This is an optimization exercise on Yosys and OpenROAD, whose aim is small area, not a production implementation.
Only simulation tests tie the RTL to the original design; equivalence was not proved.
Power is estimated from default activity; no workload was simulated.

$ cat design/flow/design.v
module epd_scan (
    input  wire       clk,
    input  wire       rst,
    input  wire       start,       
    input  wire [3:0] op,
    input  wire [7:0] arg,         
    output reg        busy,
    output reg        vdd,
    output reg        vneg,
    output reg        vpos,
    output reg        le,
    output reg        oe,
    output reg        cl,
    output reg        sph,
    output reg  [7:0] d,
    output reg        ckv,
    output reg        gmode,
    output reg        spv
);
    localparam OP_SET    = 4'd0;
    localparam OP_WAIT   = 4'd1;
    localparam OP_QCLK   = 4'd2;
    localparam OP_VSTART = 4'd3;
    localparam OP_VSTOP  = 4'd4;
    localparam OP_VWRITE = 4'd5;
    localparam OP_VSKIP  = 4'd6;
    localparam OP_VBULK  = 4'd7;
    localparam OP_HSTART = 4'd8;
    localparam OP_HWRITE = 4'd9;
    localparam OP_HSTOP  = 4'd10;
    localparam OP_GROUND = 4'd11;
    localparam P_VDD = 4'd0, P_VNEG = 4'd1, P_VPOS = 4'd2, P_LE = 4'd3, P_OE = 4'd4;
    localparam P_CL = 4'd5, P_SPH = 4'd6, P_CKV = 4'd7, P_GMODE = 4'd8, P_SPV = 4'd9;
    localparam P_BUS = 4'd15;
    localparam W_CLK = 4'd0, W_QCLK = 4'd1, W_SW = 4'd2, W_SB = 4'd3, W_SS = 4'd4;
    localparam W_IDLE = 4'd5, W_IDLES = 4'd6, W_LATCH = 4'd7, W_VDD = 4'd8;
    localparam W_VNEG = 4'd9, W_DIS = 4'd10, W_SETTLE = 4'd11;
    localparam T_CLK           = 9'd1;
    localparam T_QCLK          = 9'd1;
    localparam T_STROBE_WRITE  = 9'd5;
    localparam T_STROBE_BULK   = 9'd8;
    localparam T_STROBE_SKIP   = 9'd1;
    localparam T_IDLE          = 9'd12;
    localparam T_IDLE_SKIP     = 9'd2;
    localparam T_LATCH         = 9'd1;
    localparam T_PWR_VDD       = 9'd40;
    localparam T_PWR_VNEG      = 9'd200;
    localparam T_PWR_DISCHARGE = 9'd400;
    localparam T_CLEAR_SETTLE  = 9'd20;
    reg [3:0]  cur_op;
    reg [7:0]  cur_arg;
    reg [4:0]  step;
    reg [8:0] tmr;
    reg        s_wait;      
    reg [3:0]  s_pin;       
    reg        s_val;       
    reg [7:0]  s_bus;       
    reg [3:0]  s_tsel;      
    reg        s_last;      
    reg [8:0] s_len;       
    task qclk_step(input [1:0] q);
        begin
            case (q)
                2'd0: begin s_pin = P_CKV; s_val = 1'b1; end
                2'd1: begin s_wait = 1'b1; s_tsel = W_QCLK; end
                2'd2: begin s_pin = P_CKV; s_val = 1'b0; end
                default: begin s_wait = 1'b1; s_tsel = W_QCLK; end
            endcase
        end
    endtask
    reg [4:0] sm1;
    always @(*) begin
        s_wait = 1'b0;
        s_pin  = P_CKV;
        s_val  = 1'b0;
        s_bus  = 8'h00;
        s_tsel = W_CLK;
        s_last = 1'b0;
        sm1    = step - 5'd1;
        case (cur_op)
            OP_SET: begin
                s_pin  = cur_arg[4:1];
                s_val  = cur_arg[0];
                s_last = 1'b1;
            end
            OP_WAIT: begin
                s_wait = 1'b1;
                s_tsel = cur_arg[3:0];
                s_last = 1'b1;
            end
            OP_QCLK: begin
                qclk_step(step[1:0]);
                s_last = (step == 5'd3);
            end
            OP_VSTART: begin
                case (step)
                    5'd0:  begin s_pin = P_GMODE; s_val = 1'b1; end
                    5'd5:  begin s_pin = P_SPV;   s_val = 1'b0; end
                    5'd10: begin s_pin = P_SPV;   s_val = 1'b1; end
                    5'd1, 5'd2, 5'd3, 5'd4:     qclk_step(sm1[1:0]);
                    5'd6, 5'd7, 5'd8, 5'd9:     qclk_step(step[1:0] - 2'd2);
                    default:                    qclk_step(step[1:0] - 2'd3);
                endcase
                s_last = (step == 5'd14);
            end
            OP_VSTOP: begin
                if (step == 5'd0) begin
                    s_pin = P_GMODE; s_val = 1'b0;
                end else begin
                    qclk_step(sm1[1:0]);
                end
                s_last = (step == 5'd20);
            end
            OP_VWRITE, OP_VSKIP: begin
                case (step)
                    5'd0: begin s_pin = P_CKV; s_val = 1'b1; end
                    5'd1: begin s_pin = P_OE;  s_val = 1'b1; end
                    5'd2: begin s_wait = 1'b1; s_tsel = (cur_op == OP_VWRITE) ? W_SW : W_SS; end
                    5'd3: begin s_pin = P_OE;  s_val = 1'b0; end
                    5'd4: begin s_pin = P_CKV; s_val = 1'b0; end
                    default: begin s_wait = 1'b1; s_tsel = (cur_op == OP_VWRITE) ? W_IDLE : W_IDLES; end
                endcase
                s_last = (step == 5'd5);
            end
            OP_VBULK: begin
                case (step)
                    5'd0: begin s_pin = P_CKV; s_val = 1'b1; end
                    5'd1: begin s_wait = 1'b1; s_tsel = W_SB; end
                    5'd2: begin s_pin = P_CKV; s_val = 1'b0; end
                    default: begin s_wait = 1'b1; s_tsel = W_IDLE; end
                endcase
                s_last = (step == 5'd3);
            end
            OP_HSTART: begin
                case (step)
                    5'd0: begin s_pin = P_LE;  s_val = 1'b0; end
                    5'd1: begin s_pin = P_OE;  s_val = 1'b0; end
                    default: begin s_pin = P_SPH; s_val = 1'b0; end
                endcase
                s_last = (step == 5'd2);
            end
            OP_HWRITE: begin
                case (step)
                    5'd0: begin s_pin = P_BUS; s_bus = cur_arg; end
                    5'd1: begin s_wait = 1'b1; s_tsel = W_CLK; end
                    5'd2: begin s_pin = P_CL; s_val = 1'b1; end
                    5'd3: begin s_wait = 1'b1; s_tsel = W_CLK; end
                    default: begin s_pin = P_CL; s_val = 1'b0; end
                endcase
                s_last = (step == 5'd4);
            end
            OP_HSTOP: begin
                case (step)
                    5'd0: begin s_pin = P_LE; s_val = 1'b1; end
                    5'd1: begin s_wait = 1'b1; s_tsel = W_LATCH; end
                    5'd2: begin s_pin = P_LE; s_val = 1'b0; end
                    default: begin s_pin = P_SPH; s_val = 1'b1; end
                endcase
                s_last = (step == 5'd3);
            end
            OP_GROUND: begin
                case (step)
                    5'd0: s_pin = P_LE;
                    5'd1: s_pin = P_OE;
                    5'd2: s_pin = P_CL;
                    5'd3: s_pin = P_SPH;
                    5'd4: begin s_pin = P_BUS; s_bus = 8'h00; end
                    5'd5: s_pin = P_CKV;
                    5'd6: s_pin = P_GMODE;
                    default: s_pin = P_SPV;
                endcase
                s_val  = 1'b0;
                s_last = (step == 5'd7);
            end
            default: s_last = 1'b1;
        endcase
        case (s_tsel)
            W_CLK:    s_len = T_CLK;
            W_QCLK:   s_len = T_QCLK;
            W_SW:     s_len = T_STROBE_WRITE;
            W_SB:     s_len = T_STROBE_BULK;
            W_SS:     s_len = T_STROBE_SKIP;
            W_IDLE:   s_len = T_IDLE;
            W_IDLES:  s_len = T_IDLE_SKIP;
            W_LATCH:  s_len = T_LATCH;
            W_VDD:    s_len = T_PWR_VDD;
            W_VNEG:   s_len = T_PWR_VNEG;
            W_DIS:    s_len = T_PWR_DISCHARGE;
            default:  s_len = T_CLEAR_SETTLE;
        endcase
    end
    wire step_done = !s_wait || (tmr + 9'd1 >= s_len);
    always @(posedge clk) begin
        if (rst) begin
            busy  <= 1'b0;
            step  <= 5'd0;
            tmr   <= 9'd0;
            cur_op  <= OP_SET;
            cur_arg <= 8'd0;
            vdd <= 1'b0; vneg <= 1'b0; vpos <= 1'b0; le <= 1'b0; oe <= 1'b0;
            cl <= 1'b0; sph <= 1'b0; d <= 8'h00; ckv <= 1'b0; gmode <= 1'b0; spv <= 1'b0;
        end else if (!busy) begin
            if (start) begin
                busy    <= 1'b1;
                cur_op  <= op;
                cur_arg <= arg;
                step    <= 5'd0;
                tmr     <= 9'd0;
            end
        end else begin
            if (!s_wait) begin
                case (s_pin)
                    P_VDD:   vdd   <= s_val;
                    P_VNEG:  vneg  <= s_val;
                    P_VPOS:  vpos  <= s_val;
                    P_LE:    le    <= s_val;
                    P_OE:    oe    <= s_val;
                    P_CL:    cl    <= s_val;
                    P_SPH:   sph   <= s_val;
                    P_CKV:   ckv   <= s_val;
                    P_GMODE: gmode <= s_val;
                    P_SPV:   spv   <= s_val;
                    P_BUS:   d     <= s_bus;
                    default: ;
                endcase
            end
            if (step_done) begin
                tmr <= 9'd0;
                if (s_last) busy <= 1'b0;
                else        step <= step + 5'd1;
            end else begin
                tmr <= tmr + 9'd1;
            end
        end
    end
endmodule
module epd_ctrl (
    input  wire        clk,
    input  wire        rst,
    input  wire        bus_valid,
    input  wire        bus_write,
    input  wire [2:0]  bus_addr,
    input  wire [31:0] bus_wdata,
    output wire        bus_ready,
    output reg  [31:0] bus_rdata,
    output wire        pin_drv_en,
    output wire        pin_vdd,
    output wire        pin_vneg,
    output wire        pin_vpos,
    output wire        pin_le,
    output wire        pin_oe,
    output wire        pin_cl,
    output wire        pin_sph,
    output wire [7:0]  pin_d,
    output wire        pin_ckv,
    output wire        pin_gmode,
    output wire        pin_spv
);
    localparam WIDTH      = 64;
    localparam HEIGHT     = 32;
    localparam BW         = 16;
    localparam BH         = 8;
    localparam N          = 6;
    localparam WRITECOUNT = 4;
    localparam CLEARCOUNT = 10;
    localparam BLINK      = 1;
    localparam ORIENT     = 0;
    localparam BLOCKS_X   = WIDTH / BW;         
    localparam BLOCKS_Y   = HEIGHT / BH;        
    localparam TBYTES     = BW / 4;             
    localparam BBYTES     = BH * TBYTES;        
    localparam LBYTES     = WIDTH / 4;          
    localparam NTILES     = BLOCKS_X * BLOCKS_Y;
    localparam [1:0] PWR_ON = 2'd3;
    localparam OP_SET    = 4'd0;
    localparam OP_WAIT   = 4'd1;
    localparam OP_QCLK   = 4'd2;
    localparam OP_VSTART = 4'd3;
    localparam OP_VSTOP  = 4'd4;
    localparam OP_VWRITE = 4'd5;
    localparam OP_VSKIP  = 4'd6;
    localparam OP_VBULK  = 4'd7;
    localparam OP_HSTART = 4'd8;
    localparam OP_HWRITE = 4'd9;
    localparam OP_HSTOP  = 4'd10;
    localparam OP_GROUND = 4'd11;
    localparam [7:0] A_VDD0 = {3'd0, 4'd0, 1'b0}, A_VDD1 = {3'd0, 4'd0, 1'b1};
    localparam [7:0] A_VNEG0 = {3'd0, 4'd1, 1'b0}, A_VNEG1 = {3'd0, 4'd1, 1'b1};
    localparam [7:0] A_VPOS0 = {3'd0, 4'd2, 1'b0}, A_VPOS1 = {3'd0, 4'd2, 1'b1};
    localparam [7:0] A_OE0 = {3'd0, 4'd4, 1'b0}, A_OE1 = {3'd0, 4'd4, 1'b1};
    localparam [7:0] A_W_VDD = 8'd8, A_W_VNEG = 8'd9, A_W_DIS = 8'd10, A_W_SETTLE = 8'd11;
    localparam S_IDLE     = 6'd0;
    localparam S_WAIT     = 6'd1;    
    localparam S_INIT     = 6'd2;
    localparam S_POFF0    = 6'd3;
    localparam S_POFF1    = 6'd4;
    localparam S_POFF2    = 6'd5;
    localparam S_POFF3    = 6'd6;
    localparam S_POFF4    = 6'd7;
    localparam S_POFF_RET = 6'd8;
    localparam S_BOARD    = 6'd9;
    localparam S_B1       = 6'd10;
    localparam S_B2       = 6'd11;
    localparam S_B3       = 6'd12;
    localparam S_B4       = 6'd13;
    localparam S_CMAP     = 6'd14;
    localparam S_CMAP_RET = 6'd15;
    localparam S_FL       = 6'd16;
    localparam S_FL_PASS  = 6'd17;
    localparam S_FL_ROW   = 6'd18;
    localparam S_FL_SKIP  = 6'd19;
    localparam S_FL_SKIP2 = 6'd20;
    localparam S_FL_LINE  = 6'd21;
    localparam S_FL_BYTE  = 6'd22;
    localparam S_FL_BYTE2 = 6'd23;
    localparam S_FL_HSTOP = 6'd24;
    localparam S_FL_VW    = 6'd25;
    localparam S_FL_LINE2 = 6'd26;
    localparam S_FL_NROW  = 6'd27;
    localparam S_FL_VSTOP = 6'd28;
    localparam S_FL_PASS2 = 6'd29;
    localparam S_DR       = 6'd30;
    localparam S_DR_ALLOC = 6'd31;
    localparam S_DR_ZF    = 6'd32;
    localparam S_DR_MAP   = 6'd33;
    localparam S_DR_RMW   = 6'd34;
    localparam S_SP       = 6'd35;
    localparam S_PON0     = 6'd36;
    localparam S_PON1     = 6'd37;
    localparam S_PON2     = 6'd38;
    localparam S_PON3     = 6'd39;
    localparam S_PON4     = 6'd40;
    localparam S_PON5     = 6'd41;
    localparam S_PON6     = 6'd42;
    localparam S_PON7     = 6'd43;
    localparam S_PON8     = 6'd44;
    localparam S_SP_DONE  = 6'd45;
    localparam S_SC       = 6'd46;
    localparam S_SC_B     = 6'd47;
    localparam S_SC_B2    = 6'd48;
    localparam S_SC_HSTOP = 6'd49;
    localparam S_SC_OE1   = 6'd50;
    localparam S_SC_VST   = 6'd51;
    localparam S_SC_BULK  = 6'd52;
    localparam S_SC_BULK2 = 6'd53;
    localparam S_SC_VSTOP = 6'd54;
    localparam S_SC_OE0   = 6'd55;
    localparam S_SC_WAIT  = 6'd56;
    localparam S_SC_NEXT  = 6'd57;
    localparam S_FL_RET   = 6'd58;
    reg [5:0]  state;
    reg [5:0]  ret;
    reg [31:0] cmd;
    reg        init_done;
    reg [1:0]  power;
    reg        err_illegal;
    reg        err_noinit;
    reg        drv_en;
    reg [7:0]  cursor;
    reg [7:0]  map [0:NTILES-1];
    reg [7:0]  bufm [0:N*BBYTES-1];
    reg [2:0]  wc;        
    reg [1:0]  by;        
    reg [2:0]  dy;        
    reg [3:0]  lb;        
    reg [5:0]  cnt;       
    reg [3:0]  sc;        
    reg [3:0]  cm_i;      
    reg [4:0]  zf_j;      
    reg [7:0]  slot;
    reg        eng_start;
    reg [3:0]  eng_op;
    reg [7:0]  eng_arg;
    wire       eng_busy;
    epd_scan u_scan (
        .clk(clk), .rst(rst),
        .start(eng_start), .op(eng_op), .arg(eng_arg), .busy(eng_busy),
        .vdd(pin_vdd), .vneg(pin_vneg), .vpos(pin_vpos), .le(pin_le), .oe(pin_oe),
        .cl(pin_cl), .sph(pin_sph), .d(pin_d), .ckv(pin_ckv), .gmode(pin_gmode),
        .spv(pin_spv)
    );
    assign pin_drv_en = drv_en;
    wire busy = (state != S_IDLE);
    wire cmd_wr = bus_valid && bus_write && (bus_addr == 3'd0);
    assign bus_ready = !(cmd_wr && busy);
    wire [31:0] status = {7'd0, drv_en, cursor, 6'd0, err_noinit, err_illegal,
                          2'd0, power, 2'd0, init_done, busy};
    always @(*) begin
        case (bus_addr)
            3'd1: bus_rdata = status;
            3'd2: bus_rdata = {16'd32, 16'd64};
            3'd3: bus_rdata = {16'd8, 16'd16};
            3'd4: bus_rdata = {4'd4, 1'b0, 2'd0, 1'b1, 8'd10, 8'd4, 8'd6};
            default: bus_rdata = 32'd0;
        endcase
    end
    wire [31:0] w = bus_wdata;
    wire w_legal = ((w[31:28] == 4'h1 || w[31:28] == 4'h4) && w[27:0] == 28'd0) ||
                   (w[31:28] == 4'h2 && w[26:24] == 3'd0) ||
                   (w[31:28] == 4'h3 && w[27:2] == 26'd0) ||
                   (w[31:28] == 4'h5 && w[26:0] == 27'd0);
    wire [3:0]  op     = cmd[31:28];
    wire [11:0] px     = cmd[11:0];
    wire [11:0] py     = cmd[23:12];
    wire        colour = cmd[27];
    wire [1:0]  mode   = cmd[1:0];
    wire [1:0] t_bx = px[5:4];
    wire [1:0] t_by = py[4:3];
    wire [3:0] tile = {t_by, t_bx};
    wire [7:0] tile_map = map[tile];
    wire row_resident = (map[{by, 2'd0}] != 8'd0) || (map[{by, 2'd1}] != 8'd0) ||
                        (map[{by, 2'd2}] != 8'd0) || (map[{by, 2'd3}] != 8'd0);
    wire [7:0] line_map  = map[{by, lb[3:2]}];
    wire [7:0] line_slot = line_map - 8'd1;
    wire [7:0] line_byte = (line_map == 8'd0) ? 8'h00
                         : bufm[line_slot * BBYTES + dy * TBYTES + lb[1:0]];
    wire [10:0] pix_addr = slot * BBYTES + py[2:0] * TBYTES + px[3:2];
    wire [7:0]  pix_old  = bufm[pix_addr];
    wire [2:0]  pix_sh   = 3'd6 - {px[1:0], 1'b0};
    wire [7:0]  pix_code = colour ? 8'h02 : 8'h01;
    wire [7:0]  pix_new  = (pix_old & ~(8'h03 << pix_sh)) | (pix_code << pix_sh);
    wire [7:0] clr_byte = (BLINK && sc == 4'd0) ? (colour ? 8'h55 : 8'hAA)
                                                : (colour ? 8'hAA : 8'h55);
    task issue(input [3:0] o, input [7:0] a, input [5:0] r);
        begin
            eng_start <= 1'b1;
            eng_op    <= o;
            eng_arg   <= a;
            ret       <= r;
            state     <= S_WAIT;
        end
    endtask
    integer i;
    always @(posedge clk) begin
        if (rst) begin
            state       <= S_IDLE;
            ret         <= S_IDLE;
            cmd         <= 32'd0;
            init_done   <= 1'b0;
            power       <= 2'd0;
            err_illegal <= 1'b0;
            err_noinit  <= 1'b0;
            drv_en      <= 1'b0;
            eng_start   <= 1'b0;
            eng_op      <= 4'd0;
            eng_arg     <= 8'd0;
        end else begin
            eng_start <= 1'b0;
            case (state)
                S_IDLE: begin
                    if (cmd_wr) begin
                        if (!w_legal)
                            err_illegal <= 1'b1;
                        else if (!init_done && w[31:28] != 4'h1)
                            err_noinit <= 1'b1;
                        else begin
                            cmd <= w;
                            case (w[31:28])
                                4'h1:    state <= S_INIT;
                                4'h2:    state <= S_DR;
                                4'h3:    state <= S_SP;
                                4'h4:    state <= S_FL;
                                default: begin cm_i <= 4'd0; state <= S_CMAP; end
                            endcase
                        end
                    end
                end
                S_WAIT: if (!eng_start && !eng_busy) state <= ret;
                S_INIT: begin
                    if (init_done && power == PWR_ON) state <= S_POFF0;
                    else                              state <= S_BOARD;
                end
                S_BOARD: begin
                    drv_en <= 1'b1;
                    state  <= S_B1;
                end
                S_B1: issue(OP_SET, A_VPOS0, S_B2);
                S_B2: issue(OP_SET, A_VNEG0, S_B3);
                S_B3: issue(OP_GROUND, 8'd0, S_B4);
                S_B4: begin
                    cm_i <= 4'd0;
                    issue(OP_SET, A_VDD0, S_CMAP);
                end
                S_POFF0: issue(OP_SET, A_VPOS0, S_POFF1);
                S_POFF1: issue(OP_SET, A_VNEG0, S_POFF2);
                S_POFF2: issue(OP_WAIT, A_W_DIS, S_POFF3);
                S_POFF3: issue(OP_GROUND, 8'd0, S_POFF4);
                S_POFF4: issue(OP_SET, A_VDD0, S_POFF_RET);
                S_POFF_RET: state <= (op == 4'h1) ? S_BOARD : S_SP_DONE;
                S_CMAP: begin
                    map[cm_i] <= 8'd0;
                    cm_i <= cm_i + 4'd1;
                    if (cm_i == NTILES - 1) begin
                        cursor <= 8'd0;
                        state  <= S_CMAP_RET;
                    end
                end
                S_CMAP_RET: begin
                    case (op)
                        4'h1: begin
                            power     <= 2'd0;
                            init_done <= 1'b1;
                            state     <= S_IDLE;
                        end
                        4'h5: begin
                            sc    <= 4'd0;
                            state <= S_SC;
                        end
                        default: state <= S_FL_RET;
                    endcase
                end
                S_FL: begin
                    wc    <= 3'd0;
                    state <= S_FL_PASS;
                end
                S_FL_PASS: begin
                    by <= 2'd0;
                    issue(OP_VSTART, 8'd0, S_FL_ROW);
                end
                S_FL_ROW: begin
                    cnt <= 6'd0;
                    dy  <= 3'd0;
                    state <= row_resident ? S_FL_LINE : S_FL_SKIP;
                end
                S_FL_SKIP: issue(OP_VSKIP, 8'd0, S_FL_SKIP2);
                S_FL_SKIP2: begin
                    cnt <= cnt + 6'd1;
                    state <= (cnt == BH - 1) ? S_FL_NROW : S_FL_SKIP;
                end
                S_FL_LINE: begin
                    lb <= 4'd0;
                    issue(OP_HSTART, 8'd0, S_FL_BYTE);
                end
                S_FL_BYTE: issue(OP_HWRITE, line_byte, S_FL_BYTE2);
                S_FL_BYTE2: begin
                    lb <= lb + 4'd1;
                    state <= (lb == LBYTES - 1) ? S_FL_HSTOP : S_FL_BYTE;
                end
                S_FL_HSTOP: issue(OP_HSTOP, 8'd0, S_FL_VW);
                S_FL_VW: issue(OP_VWRITE, 8'd0, S_FL_LINE2);
                S_FL_LINE2: begin
                    dy <= dy + 3'd1;
                    state <= (dy == BH - 1) ? S_FL_NROW : S_FL_LINE;
                end
                S_FL_NROW: begin
                    by <= by + 2'd1;
                    state <= (by == BLOCKS_Y - 1) ? S_FL_VSTOP : S_FL_ROW;
                end
                S_FL_VSTOP: issue(OP_VSTOP, 8'd0, S_FL_PASS2);
                S_FL_PASS2: begin
                    wc <= wc + 3'd1;
                    if (wc == WRITECOUNT - 1) begin
                        cm_i  <= 4'd0;
                        state <= S_CMAP;
                    end else begin
                        state <= S_FL_PASS;
                    end
                end
                S_FL_RET: begin
                    case (op)
                        4'h2:    state <= S_DR_ALLOC;
                        4'h3:    state <= S_POFF0;
                        default: state <= S_IDLE;
                    endcase
                end
                S_DR: begin
                    if (px >= WIDTH || py >= HEIGHT)
                        state <= S_IDLE;
                    else if (tile_map != 8'd0) begin
                        slot  <= tile_map - 8'd1;
                        state <= S_DR_RMW;
                    end else if (cursor == N)
                        state <= S_FL;
                    else
                        state <= S_DR_ALLOC;
                end
                S_DR_ALLOC: begin
                    slot  <= cursor;
                    zf_j  <= 5'd0;
                    state <= S_DR_ZF;
                end
                S_DR_ZF: begin
                    bufm[slot * BBYTES + zf_j] <= 8'h00;
                    zf_j <= zf_j + 5'd1;
                    if (zf_j == BBYTES - 1) state <= S_DR_MAP;
                end
                S_DR_MAP: begin
                    map[tile] <= slot + 8'd1;
                    cursor    <= slot + 8'd1;
                    state     <= S_DR_RMW;
                end
                S_DR_RMW: begin
                    bufm[pix_addr] <= pix_new;
                    state <= S_IDLE;
                end
                S_SP: begin
                    if (mode == power)
                        state <= S_IDLE;
                    else if (mode == PWR_ON)
                        state <= S_PON0;
                    else if (power == PWR_ON)
                        state <= S_FL;
                    else
                        state <= S_SP_DONE;
                end
                S_PON0: issue(OP_SET, A_VDD1, S_PON1);
                S_PON1: issue(OP_WAIT, A_W_VDD, S_PON2);
                S_PON2: issue(OP_SET, A_VNEG1, S_PON3);
                S_PON3: issue(OP_WAIT, A_W_VNEG, S_PON4);
                S_PON4: issue(OP_SET, A_VPOS1, S_PON5);
                S_PON5: begin
                    cnt <= 6'd0;
                    issue(OP_VSTART, 8'd0, S_PON6);
                end
                S_PON6: issue(OP_QCLK, 8'd0, S_PON7);
                S_PON7: begin
                    cnt <= cnt + 6'd1;
                    state <= (cnt == HEIGHT - 1) ? S_PON8 : S_PON6;
                end
                S_PON8: issue(OP_VSTOP, 8'd0, S_SP_DONE);
                S_SP_DONE: begin
                    power <= mode;
                    state <= S_IDLE;
                end
                S_SC: begin
                    lb <= 4'd0;
                    issue(OP_HSTART, 8'd0, S_SC_B);
                end
                S_SC_B: issue(OP_HWRITE, clr_byte, S_SC_B2);
                S_SC_B2: begin
                    lb <= lb + 4'd1;
                    state <= (lb == LBYTES - 1) ? S_SC_HSTOP : S_SC_B;
                end
                S_SC_HSTOP: issue(OP_HSTOP, 8'd0, S_SC_OE1);
                S_SC_OE1: issue(OP_SET, A_OE1, S_SC_VST);
                S_SC_VST: begin
                    cnt <= 6'd0;
                    issue(OP_VSTART, 8'd0, S_SC_BULK);
                end
                S_SC_BULK: issue(OP_VBULK, 8'd0, S_SC_BULK2);
                S_SC_BULK2: begin
                    cnt <= cnt + 6'd1;
                    state <= (cnt == HEIGHT - 1) ? S_SC_VSTOP : S_SC_BULK;
                end
                S_SC_VSTOP: issue(OP_VSTOP, 8'd0, S_SC_OE0);
                S_SC_OE0: issue(OP_SET, A_OE0, S_SC_WAIT);
                S_SC_WAIT: issue(OP_WAIT, A_W_SETTLE, S_SC_NEXT);
                S_SC_NEXT: begin
                    sc <= sc + 4'd1;
                    state <= (sc == BLINK + CLEARCOUNT - 1) ? S_IDLE : S_SC;
                end
                default: state <= S_IDLE;
            endcase
        end
    end
endmodule
$ cat design/flow/run.sh
#!/bin/bash
# synth_recipe.tcl (not shown) runs the flow's synth.tcl, then flattens the netlist and writes it again
# the make line also repeats each setting of config.mk as NAME=value (left out here)
make -C /OpenROAD-flow-scripts/flow DESIGN_CONFIG=/design/flow/config.mk WORK_HOME=/design/flow/orfs CLKGATE_MAP_FILE= SYNTH_SCRIPT=/design/flow/synth_recipe.tcl finish
$ cat design/flow/config.mk
export PLATFORM = sky130hd
export DESIGN_NAME = epd_ctrl
export DESIGN_NICKNAME = epd_ctrl
export VERILOG_FILES = /design/flow/design.v
export SDC_FILE = /design/flow/constraint.sdc
export NUM_CORES = 4
export LEC_CHECK = 0
export CAP_MARGIN = 20
export CORE_MARGIN = 2
export CORE_UTILIZATION = 40
export PLACE_DENSITY = 0.6
export SLEW_MARGIN = 20
$ cat design/flow/constraint.sdc
create_clock -name core_clock -period 10.0 [get_ports {clk}]
set_input_delay 2.0000 -clock core_clock [delete_from_list [all_inputs] [get_ports {clk}]]
set_output_delay 2.0000 -clock core_clock [all_outputs]
set_load 0.01 [all_outputs]
==> impl_results.md <==
* CP Class: input pin to output port
* Most common cell after layout, fill and taps aside: edfxtp_1
* Crit path largest cell delay at 800 ps
* Share of cells above drive strength 1 at 23.4%
* Synth area leaders: edfxtp_1 (58%), mux4_2 (21%), mux2i_1 (2.6%)
* Fmax at 0.164 GHz
* Row Count at 172
* Number of port buffers at 77
* FF-to-FF path depth at 11
* Fin Clk Skew at 69.2 ps
* Crit-path max FO at 7
* Clock Path Buffers at 3
* Seq cells post-synth at 1822
* Mapped Cells at 5346
* Fraction of registers with async set/reset at 0%
* Total Routing Usage GR at 24.8%
* Synth Warn # at 2
* HPWL after detailed placement at 185000 um
* Largest net degree at the start of global routing at 161
* Post-CTS Setup Bufs at 0
* Worst Hold Path Cells at 2
* EDFF count, synth at 1711
* Final core utilization at 44.8%
* ANT nets after route at 0
* Post-synthesis sequential area ratio at 60.9%
* Top Ports at 91
* Die height at 473 um
* Top FF cell, synth: edfxtp_1
* Critical Path AT at 4080 ps
* Syn avg cell area at 16.5 um2
* H-tree depth at 4
* Max VDD drop at 189 uV
* Tot Pwr at 16200 uW
* Cell chain of the critical path: clkdlybuf4s50_1, nor3b_1, o21bai_1, clkdlybuf4s50_1
* Worst slew pin tran at 1250 ps
* Critical path launch point type: input pin
* Worst skew pair latency at 850 ps
* Core area at 219000 um2
* Vias/cell at 6.53
* Final Cell Area at 98200 um2
* First-pass GRT wire length at 400000 um
* Routed WL at 281000 um
* Post-cts resize count at 0
* Crit path time final at 6080 ps
* Routability cong. at 0.927
* WL per Instance at 33.6 um
* Max cap viols at 0
* Vias at 54613
* Worst min path class: flip-flop to flip-flop
* Synth unique cells at 90
* Post-synth top area share at 58.4%
* Storage cell area at 53600 um2
* Nets at 5414
* CTS tree: built
* Post-CTS Hold Fix Bufs at 0
* Area of the multi-input gates at 32600 um2
* Hold slack at 441 ps
* Status: timing/DRC/antenna clean
* Fin. max-slew vios at 0
* Pwr/cell area at 165 nW/um2
* TritonRoute pass-1 iters at 6
* Commonest cells after routing, fill and taps aside: edfxtp_1 (1711), mux4_2 (807), nor2_1 (455)
* Pleak at 0.0327 uW
* Yosys top cell by area: edfxtp_1
* Clock sink count at 1822
* Layout area overhead at 11.6%
* Placed inst area at 91900 um2
* Remaining DRCs at 0
* Starting Density at 40.1%
* Number of DRC markers in iteration 0 at 7783
* Final setup violation count at 0
* Netlist Area Pre-Place at 88000 um2
* Total congestion overflow at 0
* Nature of the critical path endpoint: output port
* Root buf cell: clkbuf_16
* Slew headroom at 15.1%
* Clock slew seen by the registers of the worst setup and hold paths at 60 ps
* CTS Buf Count at 186
* Crit-path most repeated cell: clkdlybuf4s50_1
* Initial antenna violation count at 12
* Die Area at 224000 um2
* Tcrit/Tclk final at 60.8%
* Fin. Hold Viols at 0
* CP max stage cell: nor3b_1
* Layout fillers at 18847
* Vias in the first global route at 53562
* Unrepaired setup endpoints after global routing: false
* CP Data Required Time at 8000 ps
* Die width at 473 um
-- cell usage after synthesis (9+ instances only) --
master     instances
dfxtp_1          111
a21oi_1          150
nor4_1            52
a2111oi_0         14
xor2_1            16
xnor2_1           23
o21a_1             9
a32oi_1            9
o21ai_0           55
nand3_1           97
nand3b_1          14
mux2i_1          227
nor3b_1            9
a211oi_1          39
inv_1             48
a31oi_1           35
nor2b_1           37
buf_2            100
ha_1              38
mux4_2           807
a22oi_1          135
clkbuf_1         239
a21o_1            17
nor3_1            59
mux4_1            17
or3_1             19
and2_1            31
o21ai_1           36
and3_1            13
o211ai_1          18
a221oi_1          22
buf_4             38
edfxtp_1        1711
or4_1             19
nand2b_1          44
o221ai_1          21
nand2_1          265
o22ai_1           90
mux2_2            11
nand4_1           22
buf_1             37
nor2_1           458
-- state kept, by name, indices dropped and copies added (netlist names), 2 cells and up, named ones only --
signal          cells
u_scan.step         5
sc                  4
bufm             1536
u_scan.d            8
dy                  3
cursor              8
cmd                29
u_scan.cur_op       4
by                  2
eng_op              4
slot                8
power               2
u_scan.cur_arg      8
wc                  3
map               128
lb                  4
ret                 6
eng_arg             8
cnt                 6
cm_i                4
state               6
u_scan.tmr          9
zf_j                5
-- final cells by class --
type | instances | area share, %
Sequential cell | 1822 | 54.6
Multi-Input combinational cell | 3063 | 33.2
Clock buffer | 226 | 5.05
Tap cell | 2871 | 3.66
Timing Repair Buffer | 208 | 2.00
Clock inverter | 117 | 1.27
Inverter | 56 | 0.219
Antenna cell | 3 | 0.00765
-- layer usage --
metal  wire length [um]  GRT usage [%]  vias to the layer above  share of wire [%]
met5                161              0                        -              0.057
met4              11700           8.96                       22                4.2
met3              32000           6.13                      599                 11
met2             128000           37.8                     3416                 46
met1             109000           34.6                    28480                 39
li1                   -              -                    22096                  -
-- where the power goes --
group	internal, uW	switching (uW)	total [uW]
clock	4040	3090	7140
combinational	234	570	804
sequential	8240	25.3	8270
-- per-stage QoR --
stage	setup TNS [ps]	setup slack (ps)	cells
after global routing	0	3780	8363
after global placement	0	3960	8016
after CTS	0	3940	8360
after detailed placement	0	3890	8017
final	0	3920	8366
after floorplan	-1177400	-2040	5358
-- path summary, 6_finish.rpt --
| path | slack [ps] | end | startpoint |
|---|---|---|---|
| hold / removal | 440 | u_scan.cur_arg[2] | eng_arg[2] |
| setup / recovery | 3920 | bus_rdata[19] | bus_addr[1] |
| setup reg to reg | 4270 | bufm[176][7] | cmd[12] |
| hold reg to reg | 440 | u_scan.cur_arg[2] | eng_arg[2] |
-- cell families after synthesis --
logic type | after synthesis | synth area share [%]
AOI/OAI and AO/OA | 730 | 5.57
other | 1 | 0.00426
buffers and inverters | 473 | 2.37
DFF | 1822 | 60.9
xor gates and xnor gates | 39 | 0.388
muxes | 1065 | 23.9
and+or+nand+nor | 1178 | 6.30
adders and majority gates | 38 | 0.540
-- worst max-delay path: cells and delay by family --
kind            cells  cell delay (ps)
simple gates        1              800
compound gates      1              210
buf+inv             2             1070

==> port drivers added, routing unchanged <==
No port has a modelled driver above. Below, the same layout with a new extraction and two added sets of constraints.
Step 1 (the two cells are an assumption about what drives the block):
set clk [get_ports {clk}]
set_driving_cell -lib_cell sky130_fd_sc_hd__clkbuf_16 $clk
set_driving_cell -lib_cell sky130_fd_sc_hd__buf_2 [delete_from_list [all_inputs] $clk]
Step 2 times the ports against the registers' clock, not the clock port: input delays grow and output delays shrink by t, the midpoint of the rising clock arrivals with the driver on.
a / b / c = no drivers / after step 1 / after step 2; a / b = the first two.
t (ns): 0.905
setup slack, ns: 3.915 / 3.891 / 3.891
worst setup path at the end: input to output
latest minus earliest clock arrival (ns): 0.074 / 0.073
slew at the worst register clock pin (ns): 0.07 / 0.07
After both steps setup and hold are still met in this run. The setup slack of this run moves by -0.024 ns with the drivers and by -0.024 ns with both steps.
